What follows belongs to an exercise in optimizing a design on an open flow for small area, a short achievable clock period and few clock cycles; a production flow would make more cautious choices. In this exercise RTL edits were held to simulation tests only and were not proved equivalent to the original. Power figures rest on the tool's default switching activity, not on a simulated workload.

===== design/flow/config.mk =====
export PLATFORM = sky130hd
export DESIGN_NAME = bse_keybuild
export DESIGN_NICKNAME = bse_keybuild
export VERILOG_FILES = /design/flow/design.v
export SDC_FILE = /design/flow/constraint.sdc
export NUM_CORES = 8
export LEC_CHECK = 0
export ABC_CLOCK_PERIOD_IN_PS = 3500
export CAP_MARGIN = 20
export CORE_MARGIN = 2
export CORE_UTILIZATION = 50
export PLACE_DENSITY = 0.6
export SETUP_SLACK_MARGIN = 5
export SLEW_MARGIN = 20

===== design/flow/constraint.sdc =====
create_clock -name core_clock -period 11.0 [get_ports {clk}]
set_input_delay 2.2000 -clock core_clock [delete_from_list [all_inputs] [get_ports {clk}]]
set_output_delay 2.2000 -clock core_clock [all_outputs]
set_load 0.01 [all_outputs]

===== design/flow/design.v =====
module bse_keybuild (
    input  wire       clk,
    input  wire       rst,
    input  wire       in_valid,
    output wire       in_ready,
    input  wire [7:0] in_data,
    input  wire       in_last,
    input  wire [7:0] tf_num,
    input  wire [7:0] tf_den,
    output wire       out_valid,
    input  wire       out_ready,
    output wire [7:0] out_data,
    output wire       out_last
);
    localparam PH_IN   = 3'd0;
    localparam PH_P1I  = 3'd1;
    localparam PH_P1   = 3'd2;
    localparam PH_C1   = 3'd3;
    localparam PH_C2   = 3'd4;
    localparam PH_C3   = 3'd5;
    localparam PH_P2   = 3'd6;
    localparam SU_SRCH = 3'd0;   
    localparam SU_PICK = 3'd1;   
    localparam SU_SCAN = 3'd2;   
    localparam SU_SCMP = 3'd3;   
    localparam SU_SAPP = 3'd4;   
    localparam SU_SMUL = 3'd5;   
    localparam SU_KICK = 3'd6;   
    localparam FQ = 4;           
    reg [2:0]  ph;
    reg [2:0]  sub;
    reg        is_p1;            
    reg        pk_en;            
    reg        in_ready_r;
    reg        vld_r;
    reg [7:0]  byte_r;
    reg [7:0]  num_r, den_r;
    wire       fire = in_valid && in_ready_r;
    assign in_ready = in_ready_r;
    reg [15:0] pre_hi, pre_lo;   
    reg [15:0] tag_hi, tag_lo;   
    reg [11:0] total;
    reg [8:0]  m_cnt;
    reg        newval_r;
    reg  [14:0] sv;              
    reg  [14:0] sdn;             
    reg  [7:0]  st [0:14];       
    reg  [11:0] sc [0:14];       
    reg  [3:0]  nsl;             
    reg  [3:0]  nleft;           
    wire [14:0] shit;
    genvar g;
    generate
        for (g = 0; g < 15; g = g + 1) begin : g_sh
            assign shit[g] = sv[g] && (st[g] == byte_r);
        end
    endgenerate
    wire        hit = |shit;
    reg         wrap_r;          
    reg  [7:0]  wtag_r;
    reg  [3:0]  sfree;
    integer s;
    always @(*) begin
        sfree = 4'd0;
        for (s = 14; s >= 0; s = s - 1)
            if (!sv[s]) sfree = s;
    end
    wire [255:0] cmask;          
    wire [255:0] qmask;          
    wire [255:0] t0;             
    wire [255:0] dec;            
    wire [255:0] wrapv;          
    reg  [7:0]  sel;             
    wire [7:0]  sel_d;           
    reg         srch_busy;
    reg  [7:0]  lvl;             
    wire        any_hit = |t0;
    reg         any_r, step_r;
    reg  [7:0]  sel_r;
    reg         q_init;          
    reg         q_all;
    reg         init_lvl;        
    reg         clr_r;           
    reg         f_clr;           
    reg         c_kill;          
    reg         q_kill;          
    wire        q_srch = srch_busy && any_hit;
    wire        tclr   = rst || clr_r;
    wire [15:0] pk_hi;           
    wire [255:0] pk_lb;          
    wire [15:0] pk_hie = pk_hi & {16{pk_en}};
    generate
        for (g = 0; g < 256; g = g + 1) begin : g_tab
            reg [7:0]  f;
            reg        c;
            reg        q;
            reg        fb;       
            wire       d = pre_hi[g >> 4] & pre_lo[g & 15];
            wire       e = (pk_hie[g >> 4] & pk_lb[g]) | (tag_hi[g >> 4] & tag_lo[g & 15]);
            always @(posedge clk) begin
                if (rst || (f_clr && e))
                    f <= 8'd0;
                else
                    f <= f + {7'd0, d};
            end
            always @(posedge clk) begin
                fb <= |(f & sel_d);
            end
            always @(posedge clk) begin
                c <= !tclr && ((c && !(c_kill && e)) || d);
            end
            always @(posedge clk) begin
                q <= !tclr && (q_init ? (q_all || c) :
                               (q && !(q_srch && !fb) && !(q_kill && e)));
            end
            assign cmask[g] = c;
            assign qmask[g] = q;
            assign t0[g]    = q & fb;
            assign dec[g]   = d;
            assign wrapv[g] = d & (&f);
        end
    endgenerate
    wire newval = |(dec & ~cmask);
    wire wrap   = |wrapv;
    wire [15:0]  gor;            
    wire [15:0]  gmul;           
    wire [3:0]   gidx [0:15];    
    generate
        for (g = 0; g < 16; g = g + 1) begin : g_grp
            wire [15:0] x = qmask[16*g +: 16];
            wire [15:0] below;   
            genvar k;
            for (k = 0; k < 16; k = k + 1) begin : g_b
                if (k == 0) begin : g_b0
                    assign below[k] = 1'b0;
                end else begin : g_bn
                    assign below[k] = |x[k-1:0];
                end
            end
            assign pk_lb[16*g +: 16] = x & ~below;
            assign gor[g]  = |x;
            assign gmul[g] = |(x & below);
            reg [3:0] li;
            integer m;
            always @(*) begin
                li = 4'd0;
                for (m = 15; m >= 0; m = m - 1)
                    if (x[m]) li = m;
            end
            assign gidx[g] = li;
        end
    endgenerate
    wire [15:0] gbelow;          
    generate
        for (g = 0; g < 16; g = g + 1) begin : g_gb
            if (g == 0) begin : g_gb0
                assign gbelow[g] = 1'b0;
            end else begin : g_gbn
                assign gbelow[g] = |gor[g-1:0];
            end
        end
    endgenerate
    assign pk_hi = gor & ~gbelow;
    wire       single = ((gor & gbelow) == 16'd0) && ((gmul & pk_hi) == 16'd0);
    reg  [7:0] pidx;
    integer b;
    always @(*) begin
        pidx = 8'd0;
        for (b = 0; b < 16; b = b + 1)
            if (pk_hi[b]) pidx = pidx | {b[3:0], gidx[b]};
    end
    function [7:0] msb8;
        input [7:0] x;
        integer j;
        begin
            msb8 = 8'd1;
            for (j = 0; j < 8; j = j + 1)
                if (x[j]) msb8 = 8'd1 << j;
        end
    endfunction
    wire [7:0] sel_total = (total[11:8] != 4'd0) ? 8'h80 : msb8(total[7:0]);
    assign sel_d = q_init ? (init_lvl ? msb8(lvl) : sel_total) :
                   srch_busy ? (sel >> 1) : sel;
    function [15:0] onehot16;
        input [3:0] x;
        begin
            onehot16 = 16'd1 << x;
        end
    endfunction
    reg  [19:0] nt;              
    reg  [3:0]  nt_k;
    reg         nt_ok;
    reg  [19:0] ld;              
    reg  [3:0]  sd_k;
    reg  [11:0] sd_c;
    reg  [20:0] rem;
    reg         ge_r;            
    wire [20:0] rem_n = rem - {1'b0, ld};
    reg  [8:0]  rank;
    reg  [8:0]  k2;
    wire        ge = nt_ok && ge_r;
    reg  [8:0]  k_r;
    reg  [3:0]  bs_r;
    reg  [4:0]  bl_r;
    reg  [8:0]  r_r;
    reg  [8:0]  pcnt;            
    reg         is_last;         
    reg         all_picked;      
    reg [3:0]  bs_c;
    always @(*) begin
        if      (k2 <= 9'd3)   bs_c = 4'd2;
        else if (k2 <= 9'd7)   bs_c = 4'd3;
        else if (k2 <= 9'd15)  bs_c = 4'd4;
        else if (k2 <= 9'd31)  bs_c = 4'd5;
        else if (k2 <= 9'd63)  bs_c = 4'd6;
        else if (k2 <= 9'd127) bs_c = 4'd7;
        else if (k2 <= 9'd255) bs_c = 4'd8;
        else                   bs_c = 4'd9;
    end
    wire [9:0] pw_c   = 10'd1 << bs_r;
    wire [9:0] slots  = pw_c - 10'd1;
    wire       m_big  = ({1'b0, m_cnt} > slots) && ({1'b0, m_cnt} != pw_c);
    reg  [3:0] lr_c;
    always @(*) begin
        if      (r_r <= 9'd2)   lr_c = 4'd1;
        else if (r_r <= 9'd4)   lr_c = 4'd2;
        else if (r_r <= 9'd8)   lr_c = 4'd3;
        else if (r_r <= 9'd16)  lr_c = 4'd4;
        else if (r_r <= 9'd32)  lr_c = 4'd5;
        else if (r_r <= 9'd64)  lr_c = 4'd6;
        else if (r_r <= 9'd128) lr_c = 4'd7;
        else                    lr_c = 4'd8;
    end
    reg  [3:0]  ss_i;
    reg  [3:0]  sr_i;
    reg         sr_e;
    reg  [11:0] sr_c;
    reg  [7:0]  sr_t;
    reg         bs_v;
    reg  [11:0] bs_cnt;
    reg  [7:0]  bs_tag;
    reg  [3:0]  bs_idx;
    wire        ss_better = sr_e && (!bs_v || (sr_c > bs_cnt) ||
                                     (sr_c == bs_cnt && sr_t < bs_tag));
    wire [7:0]  sbest_tag = ss_better ? sr_t : bs_tag;
    wire [11:0] sbest_cnt = ss_better ? sr_c : bs_cnt;
    wire [3:0]  sbest_idx = ss_better ? sr_i : bs_idx;
    reg  [7:0]  stag;            
    reg  [8:0]  fq [0:FQ-1];     
    reg  [2:0]  fq_n;
    reg  [1:0]  fq_rp, fq_wp;
    wire        fq_pop;
    wire [8:0]  fq_head = fq[fq_rp];
    reg         ep_v;
    reg         ep_slot;
    reg  [7:0]  ep_tag;
    reg         ep_last;
    reg  [7:0]  pidx_r;
    wire [7:0]  ep_val = ep_slot ? ep_tag : pidx_r;
    wire        fq_push = ep_v;
    wire [8:0]  fq_in   = {ep_last, ep_val};
    reg  [2:0]  sh;              
    reg         key_pend;        
    reg         key_busy;        
    wire        room = ({1'b0, fq_n} + {3'd0, ep_v} < FQ);
    wire p1_pick  = is_p1 && (sub == SU_PICK) && nt_ok && !ge;
    wire p1_sapp  = is_p1 && (sub == SU_SAPP) && nt_ok && !ge;
    wire p2_pick  = (ph == PH_P2) && (sub == SU_PICK) && room;
    wire p2_sapp  = (ph == PH_P2) && (sub == SU_SAPP) && room;
    wire p2_done  = (ph == PH_P2) && (sub == SU_KICK) && all_picked && !ep_v && sh[2] &&
                    !key_pend;
    always @(*) begin
        f_clr  = p2_pick || p2_sapp;
        c_kill = p1_pick || p1_sapp;
        q_kill = p1_pick || p2_pick;
    end
    always @(posedge clk) begin
        byte_r <= in_data;
        wtag_r <= byte_r;
        if (fire && in_last) begin
            num_r <= tf_num;
            den_r <= tf_den;
        end
        q_init   <= 1'b0;
        q_all    <= 1'b0;
        init_lvl <= 1'b0;
        clr_r    <= 1'b0;
        if (rst) begin
            ph         <= PH_IN;
            sub        <= SU_SRCH;
            is_p1      <= 1'b0;
            pk_en      <= 1'b0;
            in_ready_r <= 1'b1;
            vld_r      <= 1'b0;
            pre_hi     <= 16'd0;
            pre_lo     <= 16'd0;
            tag_hi     <= 16'd0;
            tag_lo     <= 16'd0;
            total      <= 12'd0;
            m_cnt      <= 9'd0;
            newval_r   <= 1'b0;
            wrap_r     <= 1'b0;
            sv         <= 15'd0;
            sdn        <= 15'd0;
            nsl        <= 4'd0;
            srch_busy  <= 1'b0;
            sel        <= 8'd0;
            lvl        <= 8'd0;
            nt_ok      <= 1'b0;
            nt_k       <= 4'd0;
            sd_k       <= 4'd0;
            pcnt       <= 9'd0;
            ep_v       <= 1'b0;
            all_picked <= 1'b0;
        end else begin
            vld_r <= fire;
            if (fire && in_last)
                in_ready_r <= 1'b0;
            pre_hi <= fire ? onehot16(in_data[7:4]) : 16'd0;
            pre_lo <= fire ? onehot16(in_data[3:0]) : 16'd0;
            if (is_p1 && sub == SU_SMUL && sd_k == 4'd0) begin
                tag_hi <= onehot16(stag[7:4]);
                tag_lo <= onehot16(stag[3:0]);
            end else if (ph == PH_P2 && sub == SU_SCMP) begin
                tag_hi <= onehot16(sbest_tag[7:4]);
                tag_lo <= onehot16(sbest_tag[3:0]);
            end else if (!(sub == SU_SAPP && (is_p1 || ph == PH_P2)) || p1_sapp || p2_sapp) begin
                tag_hi <= 16'd0;
                tag_lo <= 16'd0;
            end
            newval_r <= vld_r && newval;
            if (newval_r)
                m_cnt <= m_cnt + 9'd1;
            if (vld_r)
                total <= total + 12'd1;
            wrap_r <= wrap && !hit;
            for (s = 0; s < 15; s = s + 1) begin
                if (vld_r && shit[s])
                    sc[s] <= sc[s] + 12'd1;
            end
            if (wrap_r) begin
                sv[sfree] <= 1'b1;
                st[sfree] <= wtag_r;
                sc[sfree] <= (vld_r && byte_r == wtag_r) ? 12'd257 : 12'd256;
                nsl       <= nsl + 4'd1;
            end
            sel    <= sel_d;
            any_r  <= any_hit;
            step_r <= srch_busy && !q_init;
            sel_r  <= sel;
            if (q_init) begin
                srch_busy <= 1'b1;
                lvl       <= 8'd0;
                ld        <= 20'd0;
            end else begin
                if (srch_busy && sel[0])
                    srch_busy <= 1'b0;
                if (step_r) begin
                    if (any_r)
                        lvl <= lvl | sel_r;
                    ld <= {ld[18:0], 1'b0} + (any_r ? {12'd0, den_r} : 20'd0);
                end
            end
            if (nt_k != 4'd0) begin
                nt   <= {nt[18:0], 1'b0} + (num_r[nt_k - 4'd1] ? {8'd0, total} : 20'd0);
                rem  <= {1'b0, nt[18:0], 1'b0} + (num_r[nt_k - 4'd1] ? {9'd0, total} : 21'd0);
                nt_k <= nt_k - 4'd1;
                if (nt_k == 4'd1)
                    nt_ok <= 1'b1;
            end
            if (sd_k != 4'd0) begin
                ld   <= {ld[18:0], 1'b0} + (sd_c[11] ? {12'd0, den_r} : 20'd0);
                sd_c <= {sd_c[10:0], 1'b0};
                sd_k <= sd_k - 4'd1;
            end
            sr_i <= ss_i;
            sr_e <= sv[ss_i] && !sdn[ss_i] && (ss_i != 4'd15);
            sr_c <= sc[ss_i];
            sr_t <= st[ss_i];
            if (sub == SU_SCAN || sub == SU_SCMP) begin
                ss_i <= ss_i + 4'd1;
                if (ss_better) begin
                    bs_v   <= 1'b1;
                    bs_cnt <= sr_c;
                    bs_tag <= sr_t;
                    bs_idx <= sr_i;
                end
            end
            ep_v <= 1'b0;
            if (p2_pick)
                pidx_r <= pidx;
            if (p2_pick || p2_sapp) begin
                ep_v       <= 1'b1;
                ep_slot    <= p2_sapp;
                ep_tag     <= stag;
                ep_last    <= is_last;
                pcnt       <= pcnt + 9'd1;
                is_last    <= (pcnt + 9'd2 == m_cnt);
                all_picked <= (pcnt + 9'd1 == m_cnt);
            end
            case (ph)
                PH_IN: begin
                    if (vld_r && !in_ready_r)
                        ph <= PH_P1I;    
                end
                PH_P1I: begin
                    if (!wrap_r) begin
                        ph     <= PH_P1;
                        is_p1  <= 1'b1;
                        ge_r   <= 1'b0;
                        rank   <= 9'd0;
                        nt     <= 20'd0;
                        nt_k   <= 4'd8;
                        nt_ok  <= 1'b0;
                        nleft  <= nsl;
                        sdn    <= 15'd0;
                        ss_i   <= 4'd0;
                        bs_v   <= 1'b0;
                        if (nsl != 4'd0) begin
                            sub <= SU_SCAN;
                        end else begin
                            sub    <= SU_SRCH;
                            q_init <= 1'b1;
                        end
                    end
                end
                PH_P1: begin
                    if (ge) begin
                        k2    <= rank;
                        ph    <= PH_C1;
                        is_p1 <= 1'b0;
                        pk_en <= 1'b0;
                    end
                    case (sub)
                        SU_SRCH: if (!srch_busy && !q_init) begin
                            sub   <= SU_PICK;
                            pk_en <= !ge;
                        end
                        SU_PICK: if (p1_pick) begin
                            rem  <= rem_n;
                            ge_r <= rem_n[20] || (rem_n == 21'd0);
                            rank <= rank + 9'd1;
                            if (single) begin
                                sub      <= SU_SRCH;
                                pk_en    <= 1'b0;
                                q_init   <= 1'b1;
                                init_lvl <= 1'b1;
                            end
                        end
                        SU_SCAN: if (ss_i == 4'd15)
                            sub <= SU_SCMP;
                        SU_SCMP: begin
                            stag  <= sbest_tag;
                            sd_c  <= sbest_cnt;
                            sd_k  <= 4'd12;
                            ld    <= 20'd0;
                            sdn[sbest_idx] <= 1'b1;
                            nleft <= nleft - 4'd1;
                            sub   <= SU_SMUL;
                        end
                        SU_SMUL: if (sd_k == 4'd0)
                            sub <= SU_SAPP;
                        SU_SAPP: if (p1_sapp) begin
                            rem  <= rem_n;
                            ge_r <= rem_n[20] || (rem_n == 21'd0);
                            rank <= rank + 9'd1;
                            ss_i <= 4'd0;
                            bs_v <= 1'b0;
                            sub  <= (nleft != 4'd0) ? SU_SCAN : SU_KICK;
                        end
                        SU_KICK: begin
                            sub    <= SU_SRCH;
                            q_init <= !ge;
                        end
                        default: ;
                    endcase
                end
                PH_C1: begin
                    srch_busy <= 1'b0;
                    if (!key_busy && !key_pend) begin
                        bs_r <= bs_c;
                        ph   <= PH_C2;
                    end
                end
                PH_C2: begin
                    k_r <= m_big ? slots[8:0] : m_cnt;
                    r_r <= m_big ? (m_cnt - slots[8:0]) : 9'd0;
                    ph  <= PH_C3;
                end
                PH_C3: begin
                    bl_r  <= (r_r == 9'd0) ? 5'd0 : ({1'b0, bs_r} + {1'b0, lr_c});
                    pcnt  <= 9'd0;
                    is_last    <= (m_cnt == 9'd1);
                    all_picked <= 1'b0;
                    sdn   <= 15'd0;
                    nleft <= nsl;
                    ss_i  <= 4'd0;
                    bs_v  <= 1'b0;
                    ph    <= PH_P2;
                    if (nsl != 4'd0) begin
                        sub <= SU_SCAN;
                    end else begin
                        sub    <= SU_SRCH;
                        q_init <= 1'b1;
                        q_all  <= 1'b1;
                    end
                end
                PH_P2: begin
                    case (sub)
                        SU_SRCH: if (!srch_busy && !q_init) begin
                            sub   <= SU_PICK;
                            pk_en <= 1'b1;
                        end
                        SU_PICK: if (p2_pick && single) begin
                            pk_en <= 1'b0;
                            if (pcnt + 9'd1 == m_cnt)
                                sub <= SU_KICK;
                            else begin
                                sub      <= SU_SRCH;
                                q_init   <= 1'b1;
                                q_all    <= 1'b1;
                                init_lvl <= 1'b1;
                            end
                        end
                        SU_KICK: if (p2_done) begin
                            ph         <= PH_IN;
                            in_ready_r <= 1'b1;
                            total      <= 12'd0;
                            m_cnt      <= 9'd0;
                            sv         <= 15'd0;
                            nsl        <= 4'd0;
                            clr_r      <= 1'b1;
                        end
                        SU_SCAN: if (ss_i == 4'd15)
                            sub <= SU_SCMP;
                        SU_SCMP: begin
                            stag  <= sbest_tag;
                            sdn[sbest_idx] <= 1'b1;
                            nleft <= nleft - 4'd1;
                            sub   <= SU_SAPP;
                        end
                        SU_SAPP: if (p2_sapp) begin
                            ss_i <= 4'd0;
                            bs_v <= 1'b0;
                            if (nleft != 4'd0)
                                sub <= SU_SCAN;
                            else if (pcnt + 9'd1 == m_cnt)
                                sub <= SU_KICK;
                            else begin
                                sub    <= SU_SRCH;
                                q_init <= 1'b1;
                                q_all  <= 1'b1;
                            end
                        end
                        default: ;
                    endcase
                end
                default: ;
            endcase
        end
    end
    reg  [31:0] acc;
    reg  [5:0]  acc_n;
    reg         fin;
    reg         ov_r, ol_r;
    assign out_valid = ov_r;
    assign out_last  = ol_r;
    assign out_data  = acc[31:24];
    reg  [8:0]  s_e;             
    reg  [14:0] s_cw;            
    reg         s_short;         
    wire        s_hdr = !sh[2];
    reg  [7:0]  hdr_byte;
    always @(*) begin
        case (sh[1:0])
            2'd0: hdr_byte = m_cnt[7:0];
            2'd1: hdr_byte = k_r[7:0];
            2'd2: hdr_byte = {4'd0, bs_r};
            default: hdr_byte = {3'd0, bl_r};
        endcase
    end
    wire [14:0] s_step = s_short ? (15'd1 << (4'd15 - bs_r)) : (15'd1 << (5'd15 - bl_r));
    wire        adv   = out_ready || !ov_r;
    wire [31:0] acc_p = ov_r ? {acc[23:0], 8'd0} : acc;
    wire [5:0]  n_p   = ov_r ? ((acc_n >= 6'd8) ? acc_n - 6'd8 : 6'd0) : acc_n;
    wire        ser_take = (s_hdr || fq_n != 3'd0) && (n_p < 6'd8) && !fin;
    assign      fq_pop = adv && ser_take && !s_hdr;
    wire [22:0] h_f   = s_hdr ? {hdr_byte, 15'd0} : {fq_head[7:0], s_cw};
    wire [4:0]  h_w   = s_hdr ? 5'd8 : s_short ? ({1'b0, bs_r} + 5'd8) : (bl_r + 5'd8);
    wire        h_l   = !s_hdr && fq_head[8];
    wire [31:0] h_pl  = {h_f, 9'd0} >> n_p[2:0];
    wire [31:0] acc_x = ser_take ? (acc_p | h_pl) : acc_p;
    wire [5:0]  n_x   = ser_take ? (n_p + {1'b0, h_w}) : n_p;
    wire        fin_x = (fin || (ser_take && h_l)) && !(ov_r && ol_r);
    always @(posedge clk) begin
        if (fq_push)
            fq[fq_wp] <= fq_in;
        if (rst) begin
            fq_n  <= 3'd0;
            fq_rp <= 2'd0;
            fq_wp <= 2'd0;
            sh    <= 3'd4;
            key_pend <= 1'b0;
            key_busy <= 1'b0;
            acc   <= 32'd0;
            acc_n <= 6'd0;
            fin   <= 1'b0;
            ov_r  <= 1'b0;
            ol_r  <= 1'b0;
        end else begin
            fq_n <= fq_n + {2'd0, fq_push} - {2'd0, fq_pop};
            if (fq_push)
                fq_wp <= fq_wp + 2'd1;
            if (fq_pop)
                fq_rp <= fq_rp + 2'd1;
            if (ph == PH_C3)
                key_pend <= 1'b1;
            if (adv && ov_r && ol_r)
                key_busy <= 1'b0;
            if (key_pend && !key_busy) begin
                key_pend <= 1'b0;
                key_busy <= 1'b1;
                sh       <= 3'd0;
                s_e      <= 9'd0;
                s_cw     <= 15'd0;
                s_short  <= 1'b1;
            end else if (adv && ser_take) begin
                if (s_hdr)
                    sh <= sh + 3'd1;
                else begin
                    s_e     <= s_e + 9'd1;
                    s_cw    <= s_cw + s_step;
                    s_short <= (s_e + 9'd1 < k_r);
                end
            end
            if (adv) begin
                acc   <= acc_x;
                acc_n <= n_x;
                fin   <= fin_x;
                ov_r  <= (n_x >= 6'd8) || (fin_x && n_x != 6'd0);
                ol_r  <= fin_x && (n_x <= 6'd8) && (n_x != 6'd0);
            end
        end
    end
endmodule

===== design/flow/flow/run.sh =====
#!/bin/bash
set -euo pipefail
MARGIN=${MARGIN:-7}
bash standard.sh synth > synth.log 2>&1
# the make call of standard.sh, with the margin changed
MAKECMD=$(grep '^make ' standard.sh | sed -e "s/SETUP_SLACK_MARGIN=[0-9.]*/SETUP_SLACK_MARGIN=${MARGIN}/" -e 's/"\${@:-finish}"/finish/')
eval "$MAKECMD" > layout.log 2>&1
# write the final DEF as standard.sh does
sed -n '/^if \[\[ -f/,/^fi/p' standard.sh > write_def.sh
bash write_def.sh > write_def.log 2>&1
test -f out/final.def

===== design/flow/standard.sh =====
#!/bin/bash
# synth_recipe.tcl (not shown) runs the flow's synth.tcl, then flattens the netlist and writes it again
# the make line also repeats each setting of config.mk as NAME=value (left out here)
make -C /OpenROAD-flow-scripts/flow DESIGN_CONFIG=/design/flow/config.mk WORK_HOME=/design/flow/orfs CLKGATE_MAP_FILE= SYNTH_SCRIPT=/design/flow/synth_recipe.tcl "${@:-finish}"

==> impl_metrics.toml, run 1 <==
[detailed_routing]
drt-initial-drc-count = 23643
postRouteAntennaNets = 0
drtPass1Iterations = 12
wl_per_cell_um = 32.0
route.detailed.drc = 0
viasPerCell = 6.48
drt_wl_total_um = 827000
vias = 167465

[sta]
finalSetupTns_ns = 0
min_period_ns = 4.33
grt_setup_unrepaired = "true"
fin_skew_ns = 0.0727
fin_crit_sh_pct = 39.4
clock.fmax_mhz = 231
finalMaxSlewViolations = 0
worst_slew_margin_rel_pct = 2.38
tightest_slew_ns = 1.45
setup_violations = 0
hold_violations = 0

[power_and_ir_drop]
ir_drop_v = 0.000148
p_leak_nw = 80.4
powerDensity_nw_per_um2 = 156

[clock_tree]
root_buffer = "clkbuf_16"
htreeDepth = 5
cts_sinks = 3652
cts.clk_slew.worst_paths_ns = 0.06
tritoncts = "done"
holdBufCountCts = 0
cts_made_buffers = 394
cts_max_path_buffers = 4
insertion_delay_ns = 1.04

[die]
dieArea_um2 = 364000
core_um2 = 358000
start_util_pct = 50.1
die_x_um = 603
pin_count = 40
die_y_um = 603
fp-row-count = 220

[synthesis]
synth-edff-count = 431
ys_seq_area_share_pct = 43.1
yosysUniqueCellTypes = 90
synthFlopType = "dfxtp_1"
synth.avg_cell_area_um2 = 8.68
yosys.area.top_type_share_pct = 35.9
synth-simple-area-share_pct = 20.6
synth_top_family_by_area = "simple AND/OR/NAND/NOR gates"
ys.warnings.count = 1
synth_compound_area_share_pct = 15.7
yosysTopAreaCell = "dfxtp_1"
synth_area_leaders = "dfxtp_1 36%, edfxtp_1 7.2%, xor2_1 6.4%"
syn_area_um2 = 180000
synthAdderAreaFrac_pct = 4.89
syn-num-nets = 21406
synth-seq-cells = 3652
synthXorXnorAreaFrac_pct = 9.51
async_reset_ff_share_pct = 0
synth_mux_area_share_pct = 1.75
netlist_instances = 20700

[worst_hold_path]
hold_path_class = "reg2reg"

[global_routing]
grt_pass1_wl_um = 1130000
overflow = 0
antenna_found_initial = 109
grt_pass1_vias = 148415
track_usage_pct = 43.4
grt_max_degree = 166

[setup_path]
worstPathArrival_ns = 5.15
worstPathRequired_ns = 11.82
critPathKind = "reg2reg"
startpoint_type = "flip-flop"
cp-end-kind = "flip-flop"
critical_path.max_fanout = 15

[finish]
fill_cells = 32209
seqCellArea_um2 = 77500
fin_util_pct = 57.5
drive_gt1_share_pct = 10.6
finalNetCount = 21376
synthToLayoutAreaGrowth_pct = 14.8
multi_input_area_um2 = 98800

[placement]
hpwl_um = 595000
io_buffers = 39
place_congestion = 1.16

[flow_run]
maxCapViolations = 0

[outcome]
status = "timing/DRC/antenna clean"
==> Yosys cell counts (all sizes together) (181+ instances only) <==
cell	n
xor2	1314
o21a	181
clkbuf	996
nand3	1467
dfxtp	3221
a21oi	676
nor3	323
edfxtp	431
a222oi	269
nand4	201
xnor2	635
nor4	214
o21ai	1038
nand2	1741
ha	668
inv	1023
nor2	3042
o221ai	191
and3	726
a221o	513
==> cell type report <==
class	count	share of cell area [%]
timing repair buffer	645	3.05
clock buffer	566	5.58
clock inverter	161	0.997
tap	4773	2.90
antenna	73	0.0886
multi-input combinational	14952	47.9
timing repair inverter	1	0.00243
sequential	3652	37.6
inverter	1024	1.87
==> registers in the layout, indices dropped and copies added, names as in the netlist, 19 cells and up, named ones only <==
name      count
nt           19
g_tab.f    2048
rem          21
ld           20
g_tab.c     256
g_tab.q     256
g_tab.fb    256
st          128
fq           36
sc          181
acc          30
==> power by group <==
group / internal, mW / switching, mW / leakage [nW]
clock network: 8.08 / 5.93 / 6.67
logic: 1.42 / 2.53 / 43.8
registers: 13.9 / 0.301 / 30.0
==> per-stage QoR <==
step / setup slack, ns / instance area [µm²] / instances / power [mW] / hold WS [ns]
3_5_place_dp: 5.38 / 186000 / 24844 / 18.1 / 0.436
6_report: 6.67 / 206000 / 25847 / 32.2 / 0.440
5_1_grt: 6.70 / 206000 / 25781 / 33.1 / 0.451
2_1_floorplan: 7.00 / 180000 / 20700 / 17.0 / 0.329
4_1_cts: 6.63 / 203000 / 25702 / 32.1 / 0.446
3_3_place_gp: 5.42 / 186000 / 24834 / 18.1 / 0.436
==> path summary, 6_finish.rpt <==
| check | to | cells after the start | startpoint | slack [ns] |
|---|---|---|---|---|
| max reg2reg | wrap_r | 10 | pre_hi[0] | 6.67 |
| min reg2reg | ep_last | 0 | is_last | 0.44 |
| min | ep_last | 0 | is_last | 0.44 |
| max | wrap_r | 10 | pre_hi[0] | 6.67 |
==> routing by layer <==
metal / up-vias / routed length [µm] / GRT usage (%)
met5: - / 625 / 0.0264
met4: 46 / 66100 / 29.2
met3: 2415 / 112000 / 15.9
met2: 10422 / 318000 / 58.3
met1: 80938 / 330000 / 57.4
li1: 73644 / - / -
==> critical path, stage by stage, from the launching register on <==
cell      delay (ns)
dfxtp_1         0.30
buf_4           0.21
buf_4           0.37
nand2_1         0.48
inv_1           0.12
nand4_1         0.11
o22ai_1         0.13
a311oi_1        0.95
nand4_1         0.63
nor4_1          0.62
a31oi_1         0.15
==> cell families after synthesis <==
family,Yosys count
AND/OR/NAND/NOR,8151
AO/OA/AOI/OAI,3958
flip-flops,3652
buffers and inverters,2101
XOR/XNOR,1949
adder cells (fa/ha/maj),701
multiplexers,188
==> timing repair <==
item	in CTS	in global routing
gates cloned	10	9
setup endpoints to repair	2752	2221
hold endpoints to repair	0	0
setup buffers	121	58
pin swaps	118	366
resized for setup	515	607
==> cell usage in the layout (no fill, tap or decap), types with 66 or more instances in the layout <==
| cell | synthesis | layout |
|---|---|---|
| a222oi_1 | 269 | 269 |
| a221o_1 | 513 | 511 |
| xnor2_1 | 635 | 635 |
| clkbuf_8 | 0 | 78 |
| o21ai_0 | 843 | 820 |
| nand2_1 | 1741 | 1628 |
| ha_1 | 668 | 666 |
| a22oi_1 | 151 | 119 |
| nor2_2 | 0 | 107 |
| nand4_1 | 201 | 201 |
| o21ai_2 | 0 | 96 |
| inv_1 | 1023 | 1019 |
| o221ai_1 | 191 | 172 |
| a32oi_1 | 108 | 93 |
| diode_2 | 0 | 73 |
| a211o_1 | 79 | 79 |
| or3_1 | 78 | 78 |
| buf_4 | 8 | 461 |
| edfxtp_1 | 431 | 431 |
| mux2i_1 | 76 | 76 |
| nor2b_1 | 81 | 80 |
| clkbuf_1 | 996 | 82 |
| xor2_1 | 1314 | 1314 |
| nor2_4 | 0 | 81 |
| a21oi_1 | 676 | 647 |
| clkbuf_16 | 0 | 410 |
| nand3_1 | 1466 | 1460 |
| and3_1 | 726 | 713 |
| nor4_1 | 212 | 138 |
| and2_1 | 69 | 66 |
| nor3_1 | 321 | 294 |
| dfxtp_1 | 3221 | 3172 |
| o21ai_1 | 195 | 88 |
| clkinv_2 | 0 | 73 |
| o22ai_1 | 150 | 149 |
| nor2_1 | 3042 | 2854 |
| mux4_2 | 100 | 100 |
| o21a_1 | 181 | 181 |
Testbench counts, summed over its fixed seeds: cycles 81,769.
==> inputs of run 2 (changes only) <==
==> design/flow/run.sh (new file) <==
#!/bin/bash
# synth_recipe.tcl (not shown) runs the flow's synth.tcl, then flattens the netlist and writes it again
# the make line also repeats each setting of config.mk as NAME=value (left out here)
make -C /OpenROAD-flow-scripts/flow DESIGN_CONFIG=/design/flow/config.mk WORK_HOME=/design/flow/orfs CLKGATE_MAP_FILE= SYNTH_SCRIPT=/design/flow/synth_recipe.tcl finish
removed: design/flow/flow/run.sh
removed: design/flow/standard.sh
==> run 2 against run 1 <==
  * Sequential cell count is the same
  * Non-clock buffer count shrank 194
  * Largest cell class unchanged
  * Global-route usage shrank 1.3 points
  * Setup slack lost 1.7 ns
  * Design area shrank 3.1%
  * Hold slack gained 0.012 ns
  * Die area is the same
==> impl_metrics.toml, run 2 <==
[clock_tree]
holdBufCountCts = 0
ctsResizeCount = 0
insertion_delay_ns = 1.04
root_buffer = "clkbuf_16"
cts_max_path_buffers = 4
cts_sinks = 3652
cts.clk_slew.worst_paths_ns = 0.08
htreeDepth = 5
cts_made_buffers = 401
cts_setup_buffers = 0
tritoncts = "done"

[die]
die_y_um = 603
fp-row-count = 220
die_x_um = 603
core_um2 = 358000
start_util_pct = 50.1
dieArea_um2 = 364000
pin_count = 40

[detailed_routing]
vias = 165097
drt_wl_total_um = 796000
route.detailed.drc = 0
viasPerCell = 6.44
drt-initial-drc-count = 23965
wl_per_cell_um = 31.0
postRouteAntennaNets = 0
drtPass1Iterations = 10

[outcome]
status = "timing/DRC/antenna clean"

[synthesis]
yosysMostFrequentCell = "dfxtp_1"
synth_area_leaders = "dfxtp_1 36%, edfxtp_1 7.2%, xor2_1 6.4%"
syn_area_um2 = 180000
ys.warnings.count = 1
synth-seq-cells = 3652
yosysTopAreaCell = "dfxtp_1"
async_reset_ff_share_pct = 0
ys_seq_area_share_pct = 43.1
netlist_instances = 20700
synth.avg_cell_area_um2 = 8.68
synth_common_cells = "3221 x dfxtp_1, 3042 x nor2_1, 1741 x nand2_1, 1466 x nand3_1, 1314 x xor2_1"
synthFlopType = "dfxtp_1"
syn-num-nets = 21406
yosysUniqueCellTypes = 90
synth-edff-count = 431
yosys.area.top_type_share_pct = 35.9

[power_and_ir_drop]
ir_drop_v = 0.000160
powerDensity_nw_per_um2 = 161
power_mw = 32.2
p_leak_nw = 78.3

[sta]
fin_skew_ns = 0.0822
finalMaxSlewViolations = 0
grt_setup_unrepaired = "false"
fin_crit_sh_pct = 55.1
finalSetupTns_ns = 0
min_period_ns = 6.07
clock.fmax_mhz = 165
setup_violations = 0
worst_slew_margin_rel_pct = 8.61
holdWs_ns = 0.452
tightest_slew_ns = 1.36
hold_violations = 0

[setup_path]
path_buf_inv = 1
critPathKind = "reg2reg"
cp_top_family = "simple AND/OR/NAND/NOR gates"
cpPeakStageDelay_ns = 0.84
critPathSlowestCell = "nor4_1"
timing.rr.start = "g_tab[178].q"
cp-end-kind = "flip-flop"
startpoint = "g_tab[178].q"
critical_path.max_fanout = 12
worstPathArrival_ns = 6.94
startpoint_type = "flip-flop"
worstPathRequired_ns = 11.88
cp_cell_sequence = "nor4_1 -> nand4_1 -> or3_1 -> nor4_4 -> buf_4 -> nand4_1 -> nor4_1 -> a22oi_1 -> o21ai_1 -> nor2_1"

[placement]
hpwl_um = 579000
io_buffers = 39
dp.cells = 24838
place_congestion = 1.16

[finish]
regMostFlops = "g_tab.f"
finalNetCount = 21183
fin_util_pct = 55.7
fill_cells = 32966
largest_reg_flops = 2048
synthToLayoutAreaGrowth_pct = 11.2
final_common_cell = "dfxtp_1"
layout_common_cells = "3207 x dfxtp_1, 3040 x nor2_1, 1739 x nand2_1"
final_cells = 25648
drive_gt1_share_pct = 6.28

[global_routing]
overflow = 0
grt_pass1_wl_um = 1110000
grt_max_degree = 149
antenna_found_initial = 106
track_usage_pct = 42.1
grt_pass1_vias = 146768

[worst_hold_path]
hold_path_class = "reg2reg"
hp-start = "ss_i[2]"

[flow_run]
maxCapViolations = 0
==> run 2: area by class of cell <==
cell class / instances / area [µm²] / area share (%)
multi-input combinational: 14947 / 94700 / 47.4
timing repair buffer: 451 / 3730 / 1.87
clock inverter: 182 / 2360 / 1.18
clock buffer: 557 / 11500 / 5.76
sequential: 3652 / 77400 / 38.8
inverter: 1024 / 3850 / 1.93
tap: 4773 / 5970 / 2.99
antenna: 62 / 155 / 0.0777
==> run 2: cells by family (layout without fill, tap and decap cells) <==
kind of cell,count (synthesis),in the layout,share of synthesized area [%]
AOI/OAI and AO/OA,3958,3958,15.7
xor gates and xnor gates,1949,1949,9.51
adders and majority gates,701,701,4.89
buffers and inverters,2101,2214,4.42
DFF,3652,3652,43.1
muxes,188,188,1.75
other,0,62,0
and+or+nand+nor,8151,8151,20.6
==> run 2: final timing paths <==
path	slack (ns)	cells after the start	end
max	4.93	10	g_tab[234].f[5]
min	0.45	0	sr_i[2]
max reg2reg	4.93	10	g_tab[234].f[5]
min reg2reg	0.45	0	sr_i[2]
==> run 2: layer usage <==
metal	GRT usage [%]	up-vias	routed length, µm
met5	0.251	-	712
met4	26.2	74	59500
met3	15.3	2185	106000
met2	56.5	9764	306000
met1	56.7	79906	324000
li1	-	73168	-
==> run 2: where the power goes <==
group	switching, mW	internal (mW)	total (mW)
registers	0.303	13.9	14.2
logic	2.44	1.30	3.74
clock network	5.96	8.29	14.3
==> run 2: worst reg2reg max path: cells and delay by family (launching register included) <==
kind,cells,cell delay (ns)
AO/OA/AOI/OAI,2,1.28
flip-flops,1,0.56
buffers and inverters,1,0.30
AND/OR/NAND/NOR,7,3.78
==> run 2: through the flow <==
step / area [µm²] / setup WS (ns)
2_1_floorplan: 180000 / 6.06
3_3_place_gp: 186000 / 5.20
3_5_place_dp: 186000 / 5.19
4_1_cts: 199000 / 5.17
5_1_grt: 200000 / 5.03
6_report: 200000 / 4.93
==> inputs of run 3 (changes only) <==
--- a/design/flow/design.v
+++ b/design/flow/design.v
@@ -77,5 +77,4 @@
     wire        any_hit = |t0;
     reg         any_r, step_r;
-    reg  [7:0]  sel_r;
     reg         q_init;          
     reg         q_all;
@@ -86,5 +85,6 @@
     reg         q_kill;          
     wire        q_srch = srch_busy && any_hit;
-    wire        tclr   = rst || clr_r;
+    reg         rst_r;           
+    wire        tclr   = rst_r || clr_r;
     wire [15:0] pk_hi;           
     wire [255:0] pk_lb;          
@@ -99,5 +99,5 @@
             wire       e = (pk_hie[g >> 4] & pk_lb[g]) | (tag_hi[g >> 4] & tag_lo[g & 15]);
             always @(posedge clk) begin
-                if (rst || (f_clr && e))
+                if (rst_r || (f_clr && e))
                     f <= 8'd0;
                 else
@@ -121,6 +121,15 @@
         end
     endgenerate
-    wire newval = |(dec & ~cmask);
-    wire wrap   = |wrapv;
+    wire [15:0] newg, wrapg;
+    generate
+        for (g = 0; g < 16; g = g + 1) begin : g_nw
+            assign newg[g]  = |(dec[16*g +: 16] & ~cmask[16*g +: 16]);
+            assign wrapg[g] = |wrapv[16*g +: 16];
+        end
+    endgenerate
+    reg  [15:0] newg_r, wrapg_r;
+    reg         hit1;            
+    reg  [7:0]  wtag1;
+    reg         m1;              
     wire [15:0]  gor;            
     wire [15:0]  gmul;           
@@ -162,5 +171,5 @@
     endgenerate
     assign pk_hi = gor & ~gbelow;
-    wire       single = ((gor & gbelow) == 16'd0) && ((gmul & pk_hi) == 16'd0);
+    wire       single = !(|(gor & gbelow)) && !(|gmul);
     reg  [7:0] pidx;
     integer b;
@@ -180,6 +189,9 @@
     endfunction
     wire [7:0] sel_total = (total[11:8] != 4'd0) ? 8'h80 : msb8(total[7:0]);
-    assign sel_d = q_init ? (init_lvl ? msb8(lvl) : sel_total) :
-                   srch_busy ? (sel >> 1) : sel;
+    reg        one_r;            
+    reg  [7:0] stop_sel;
+    wire       stop2 = srch_busy && one_r && (ph == PH_P2);
+    assign sel_d = q_init ? (init_lvl ? ((lvl != 8'd0) ? msb8(lvl) : stop_sel) : sel_total) :
+                   stop2 ? 8'd0 : srch_busy ? (sel >> 1) : sel;
     function [15:0] onehot16;
         input [3:0] x;
@@ -188,6 +200,6 @@
         end
     endfunction
-    reg  [19:0] nt;              
     reg  [3:0]  nt_k;
+    reg  [7:0]  nsh;             
     reg         nt_ok;
     reg  [19:0] ld;              
@@ -254,8 +266,7 @@
     reg         ep_v;
     reg         ep_slot;
-    reg  [7:0]  ep_tag;
     reg         ep_last;
     reg  [7:0]  pidx_r;
-    wire [7:0]  ep_val = ep_slot ? ep_tag : pidx_r;
+    wire [7:0]  ep_val = ep_slot ? stag : pidx_r;
     wire        fq_push = ep_v;
     wire [8:0]  fq_in   = {ep_last, ep_val};
@@ -263,5 +274,5 @@
     reg         key_pend;        
     reg         key_busy;        
-    wire        room = ({1'b0, fq_n} + {3'd0, ep_v} < FQ);
+    reg         room;
     wire p1_pick  = is_p1 && (sub == SU_PICK) && nt_ok && !ge;
     wire p1_sapp  = is_p1 && (sub == SU_SAPP) && nt_ok && !ge;
@@ -277,5 +288,4 @@
     always @(posedge clk) begin
         byte_r <= in_data;
-        wtag_r <= byte_r;
         if (fire && in_last) begin
             num_r <= tf_num;
@@ -284,4 +294,5 @@
         q_init   <= 1'b0;
         q_all    <= 1'b0;
+        rst_r    <= rst;
         init_lvl <= 1'b0;
         clr_r    <= 1'b0;
@@ -291,5 +302,5 @@
             is_p1      <= 1'b0;
             pk_en      <= 1'b0;
-            in_ready_r <= 1'b1;
+            in_ready_r <= 1'b0;      
             vld_r      <= 1'b0;
             pre_hi     <= 16'd0;
@@ -300,4 +311,6 @@
             m_cnt      <= 9'd0;
             newval_r   <= 1'b0;
+            newg_r     <= 16'd0;
+            wrapg_r    <= 16'd0;
             wrap_r     <= 1'b0;
             sv         <= 15'd0;
@@ -312,7 +325,10 @@
             pcnt       <= 9'd0;
             ep_v       <= 1'b0;
+            room       <= 1'b1;
             all_picked <= 1'b0;
         end else begin
             vld_r <= fire;
+            if (rst_r)
+                in_ready_r <= 1'b1;
             if (fire && in_last)
                 in_ready_r <= 1'b0;
@@ -329,10 +345,16 @@
                 tag_lo <= 16'd0;
             end
-            newval_r <= vld_r && newval;
+            newg_r   <= newg;
+            newval_r <= |newg_r;
             if (newval_r)
                 m_cnt <= m_cnt + 9'd1;
             if (vld_r)
                 total <= total + 12'd1;
-            wrap_r <= wrap && !hit;
+            wrapg_r <= wrapg;
+            hit1    <= hit;
+            wtag1   <= byte_r;
+            wrap_r  <= (|wrapg_r) && !hit1;
+            wtag_r  <= wtag1;
+            m1      <= vld_r && (byte_r == wtag1);
             for (s = 0; s < 15; s = s + 1) begin
                 if (vld_r && shit[s])
@@ -342,11 +364,15 @@
                 sv[sfree] <= 1'b1;
                 st[sfree] <= wtag_r;
-                sc[sfree] <= (vld_r && byte_r == wtag_r) ? 12'd257 : 12'd256;
+                sc[sfree] <= 12'd256 + {11'd0, m1} + {11'd0, vld_r && byte_r == wtag_r};
                 nsl       <= nsl + 4'd1;
             end
             sel    <= sel_d;
+            one_r  <= single && srch_busy && !q_init && !stop2;
+            if (q_init)
+                stop_sel <= 8'd0;
+            else if (stop2)
+                stop_sel <= sel;
             any_r  <= any_hit;
             step_r <= srch_busy && !q_init;
-            sel_r  <= sel;
             if (q_init) begin
                 srch_busy <= 1'b1;
@@ -354,15 +380,14 @@
                 ld        <= 20'd0;
             end else begin
-                if (srch_busy && sel[0])
+                if (srch_busy && (sel[0] || stop2))
                     srch_busy <= 1'b0;
-                if (step_r) begin
-                    if (any_r)
-                        lvl <= lvl | sel_r;
+                if (srch_busy && any_hit)
+                    lvl <= lvl | sel;
+                if (step_r)
                     ld <= {ld[18:0], 1'b0} + (any_r ? {12'd0, den_r} : 20'd0);
-                end
             end
             if (nt_k != 4'd0) begin
-                nt   <= {nt[18:0], 1'b0} + (num_r[nt_k - 4'd1] ? {8'd0, total} : 20'd0);
-                rem  <= {1'b0, nt[18:0], 1'b0} + (num_r[nt_k - 4'd1] ? {9'd0, total} : 21'd0);
+                rem  <= {rem[19:0], 1'b0} + (nsh[7] ? {9'd0, total} : 21'd0);
+                nsh  <= {nsh[6:0], 1'b0};
                 nt_k <= nt_k - 4'd1;
                 if (nt_k == 4'd1)
@@ -388,4 +413,5 @@
             end
             ep_v <= 1'b0;
+            room <= ({1'b0, fq_n} + {3'd0, ep_v} + {3'd0, p2_pick || p2_sapp} - {3'd0, fq_pop}) < FQ;
             if (p2_pick)
                 pidx_r <= pidx;
@@ -393,5 +419,4 @@
                 ep_v       <= 1'b1;
                 ep_slot    <= p2_sapp;
-                ep_tag     <= stag;
                 ep_last    <= is_last;
                 pcnt       <= pcnt + 9'd1;
@@ -405,11 +430,12 @@
                 end
                 PH_P1I: begin
-                    if (!wrap_r) begin
+                    if (!wrap_r && wrapg_r == 16'd0) begin
                         ph     <= PH_P1;
                         is_p1  <= 1'b1;
                         ge_r   <= 1'b0;
                         rank   <= 9'd0;
-                        nt     <= 20'd0;
+                        rem    <= 21'd0;
                         nt_k   <= 4'd8;
+                        nsh    <= num_r;
                         nt_ok  <= 1'b0;
                         nleft  <= nsl;
==> design/flow/flow/run.sh (new file) <==
#!/bin/bash
set -euo pipefail
MARGIN=${MARGIN:-7}
bash standard.sh synth > synth.log 2>&1
# the make call of standard.sh, with the margin changed
MAKECMD=$(grep '^make ' standard.sh | sed -e "s/SETUP_SLACK_MARGIN=[0-9.]*/SETUP_SLACK_MARGIN=${MARGIN}/" -e 's/"\${@:-finish}"/finish/')
eval "$MAKECMD" > layout.log 2>&1
# write the final DEF as standard.sh does
sed -n '/^if \[\[ -f/,/^fi/p' standard.sh > write_def.sh
bash write_def.sh > write_def.log 2>&1
test -f out/final.def
==> design/flow/standard.sh (new file) <==
#!/bin/bash
# synth_recipe.tcl (not shown) runs the flow's synth.tcl, then flattens the netlist and writes it again
# the make line also repeats each setting of config.mk as NAME=value (left out here)
make -C /OpenROAD-flow-scripts/flow DESIGN_CONFIG=/design/flow/config.mk WORK_HOME=/design/flow/orfs CLKGATE_MAP_FILE= SYNTH_SCRIPT=/design/flow/synth_recipe.tcl "${@:-finish}"
removed: design/flow/run.sh
==> run 3 against run 2 <==
  * Sequential cell count rose by 29
  * Highest routed layer unchanged
  * Critical path type unchanged
  * Count of clock-buffer cells in the layout rose by 20
  * Critical path depth rose by 1
  * First-iteration DRC count shrank 11%
  * Synthesized cell count is 1.3% lower
  * Global-route usage down 4.5 points
  * Design area rose by 1.7%
  * Critical endpoint is now sub[0]
  * Largest cell class unchanged
  * Fmax increased by 44%
  * Clock power hardly changed
==> impl_metrics.toml, run 3 <==
[sta]
holdWs_ns = 0.415
finalSetupTns_ns = 0
fin_skew_ns = 0.0525
setup_ws_ns = 6.79
fin_crit_sh_pct = 38.3
worst_slew_margin_rel_pct = 11.2
tightest_slew_ns = 1.33
setup_violations = 0
min_period_ns = 4.21
grt_setup_unrepaired = "true"
clock.fmax_mhz = 237
finalMaxSlewViolations = 0
hold_violations = 0

[setup_path]
startpoint_type = "flip-flop"
cp_cell_sequence = "or4_4 -> nor2_1 -> a31oi_1 -> a2111oi_2 -> and4_1 -> nand4_1 -> a211oi_2 -> buf_4 -> a21oi_2 -> o21a_1 -> mux2_1"
cp_top_family = "compound AO/OA/AOI/OAI gates"
worstPathRequired_ns = 11.87
critical_path.max_fanout = 9
critPathKind = "reg2reg"
worstPathArrival_ns = 5.08
path_buf_inv = 1
cp-end-kind = "flip-flop"
critPathSlowestCell = "or4_4"
cpPeakStageDelay_ns = 0.57

[clock_tree]
cts.clk_slew.worst_paths_ns = 0.06
cts_max_path_buffers = 4
cts_sinks = 3681
tritoncts = "done"
htreeDepth = 5
insertion_delay_ns = 1.00
root_buffer = "clkbuf_16"
cts_made_buffers = 404

[global_routing]
grt_pass1_vias = 145909
grt_busiest_layer = "met2"
grt_pass1_wl_um = 1020000
grt_max_degree = 97
antenna_found_initial = 82
use_met2_pct = 54.5
use_met1_pct = 52.0
track_usage_pct = 37.6
overflow = 0
grt_use_met3_pct = 9.23

[placement]
dp_slack_ns = 5.43
place_congestion = 1.09
io_buffers = 39
hpwl_um = 499000
dp.cells = 24438
dpl_cell_area_um2 = 184000

[finish]
final_cells = 25356
regMostFlops = "g_tab.f"
layout_common_cells = "3163 x dfxtp_1, 3087 x nor2_1, 1588 x nand3_1"
fill_cells = 32168
fin_util_pct = 57.0
drive_gt1_share_pct = 9.06
largest_reg_flops = 2048
synthToLayoutAreaGrowth_pct = 13.4
final_common_cell = "dfxtp_1"
finalNetCount = 20932
final_area_um2 = 203000

[die]
fp-row-count = 219
dieArea_um2 = 363000
pin_count = 40
die_x_um = 603
core_um2 = 356000
start_util_pct = 50.3
die_y_um = 603

[detailed_routing]
route.detailed.drc = 0
drtPass1Iterations = 11
postRouteAntennaNets = 0
vias = 160598
viasPerCell = 6.33
wl_per_cell_um = 27.9
drt_wl_total_um = 708000
drt-initial-drc-count = 21411

[synthesis]
async_reset_ff_share_pct = 0
synth-seq-cells = 3681
ys_seq_area_share_pct = 43.6
yosysTopAreaCell = "dfxtp_1"
synthFlopType = "dfxtp_1"
ys.warnings.count = 1
syn-num-nets = 21134
synth_common_cells = "3233 x dfxtp_1, 3135 x nor2_1, 1598 x nand3_1, 1367 x nand2_1, 1133 x xor2_1"
netlist_instances = 20424
syn_area_um2 = 179000
yosysMostFrequentCell = "dfxtp_1"
synth.avg_cell_area_um2 = 8.77
yosys.area.top_type_share_pct = 36.1
yosysUniqueCellTypes = 95
synth-edff-count = 448
synth_area_leaders = "dfxtp_1 36%, edfxtp_1 7.5%, nor2_1 6.6%"

[power_and_ir_drop]
powerDensity_nw_per_um2 = 182
power_mw = 37.0
p_leak_nw = 75.9
ir_drop_v = 0.000171

[worst_hold_path]
hold_path_class = "reg2reg"

[outcome]
status = "timing/DRC/antenna clean"

[flow_run]
maxCapViolations = 0
-- run 3: cell types whose count changed in the layout (fill, tap and decap cells not counted), sizes merged, moves of 89 or more --
cell / delta
a221o: -512
a222oi: +249
a22oi: +235
and3: -336
nand2: -372
nand3: +133
nor2: +93
nor3: +89
o21a: -164
o21ai: -311
o21bai: +200
xnor2: +179
xor2: -181
-- run 3: power by group --
part | leakage, nW | switching, mW | internal, mW
logic | 39.0 | 5.36 | 2.81
registers | 30.2 | 0.744 | 14.1
clock network | 6.70 | 5.84 | 8.15
-- run 3: routing by layer --
layer  vias up  routed length (µm)
li1      72903                   -
met1     77066              297000
met2      8671              291000
met3      1908               79400
met4        50               40300
met5         -                 462
-- run 3: path summary, 6_finish.rpt --
check              startpoint     end  slack, ns  cells past startpoint
setup / recovery  g_tab[20].q  sub[0]       6.79                     11
hold / removal           hit1  wrap_r       0.41                      1
setup reg to reg  g_tab[20].q  sub[0]       6.79                     11
hold reg to reg          hit1  wrap_r       0.41                      1
-- run 3: timing repair --
action                                   CTS  global route
hold buffers                               0             0
endpoints found under the setup margin  2574          1858
cloned                                     9             4
setup buffers                             60            55
pin swaps                                 59           123
resized for setup                        518           315
-- run 3: logic make-up after synthesis --
kind of cell | Yosys count | synth area share [%]
buffers and inverters | 2107 | 4.44
AND/OR/NAND/NOR | 7776 | 19.6
adder cells (fa/ha/maj) | 684 | 4.81
multiplexers | 233 | 1.90
AO/OA/AOI/OAI | 3996 | 16.1
XOR/XNOR | 1947 | 9.52
flip-flops | 3681 | 43.6
-- run 3: layout make-up --
| cell class | instances | area, µm² | share of cell area [%] |
|---|---|---|---|
| sequential | 3681 | 78300 | 38.6 |
| clock inverter | 163 | 2090 | 1.03 |
| inverter | 1043 | 3940 | 1.94 |
| timing repair buffer | 449 | 4140 | 2.04 |
| antenna | 49 | 123 | 0.0604 |
| multi-input combinational | 14642 | 97000 | 47.7 |
| clock buffer | 577 | 11600 | 5.70 |
| timing repair inverter | 1 | 5.00 | 0.00246 |
| tap | 4751 | 5940 | 2.93 |
Testbench counts of run 3, summed over its fixed seeds: cycles 80,885.

-- separate check: timing with driven ports --
In the flow no input, the clock included, has a driving cell. The finished layouts below were timed again as built, in two steps.
Step 1 assumes that a clkbuf_16 drives the clock port and a buf_2 every other input.
Step 2 adds t to the input delays and takes it off the output delays; t is the mean of the earliest and latest rising clock arrival at the registers after step 1. Input paths then give back, and output paths get back, about the clock's delay inside the block.
Slacks: ideal ports / drivers / drivers and shift; pairs: ideal ports / drivers.
run	shift t [ns]	setup WS [ns]	clock arrival spread, ns	slew at the worst register clock pin (ns)
run 1	1.135	6.665 / 6.665 / 5.826	0.073 / 0.073	0.08 / 0.08
run 2	1.119	4.934 / 4.934 / 4.934	0.083 / 0.083	0.08 / 0.08
run 3	1.089	6.788 / 6.788 / 6.239	0.053 / 0.053	0.07 / 0.07
After both steps setup and hold are still met in every run listed. The setup slack of run 1, which loses most, moves by 0.000 ns with the drivers and by -0.839 ns with both steps.
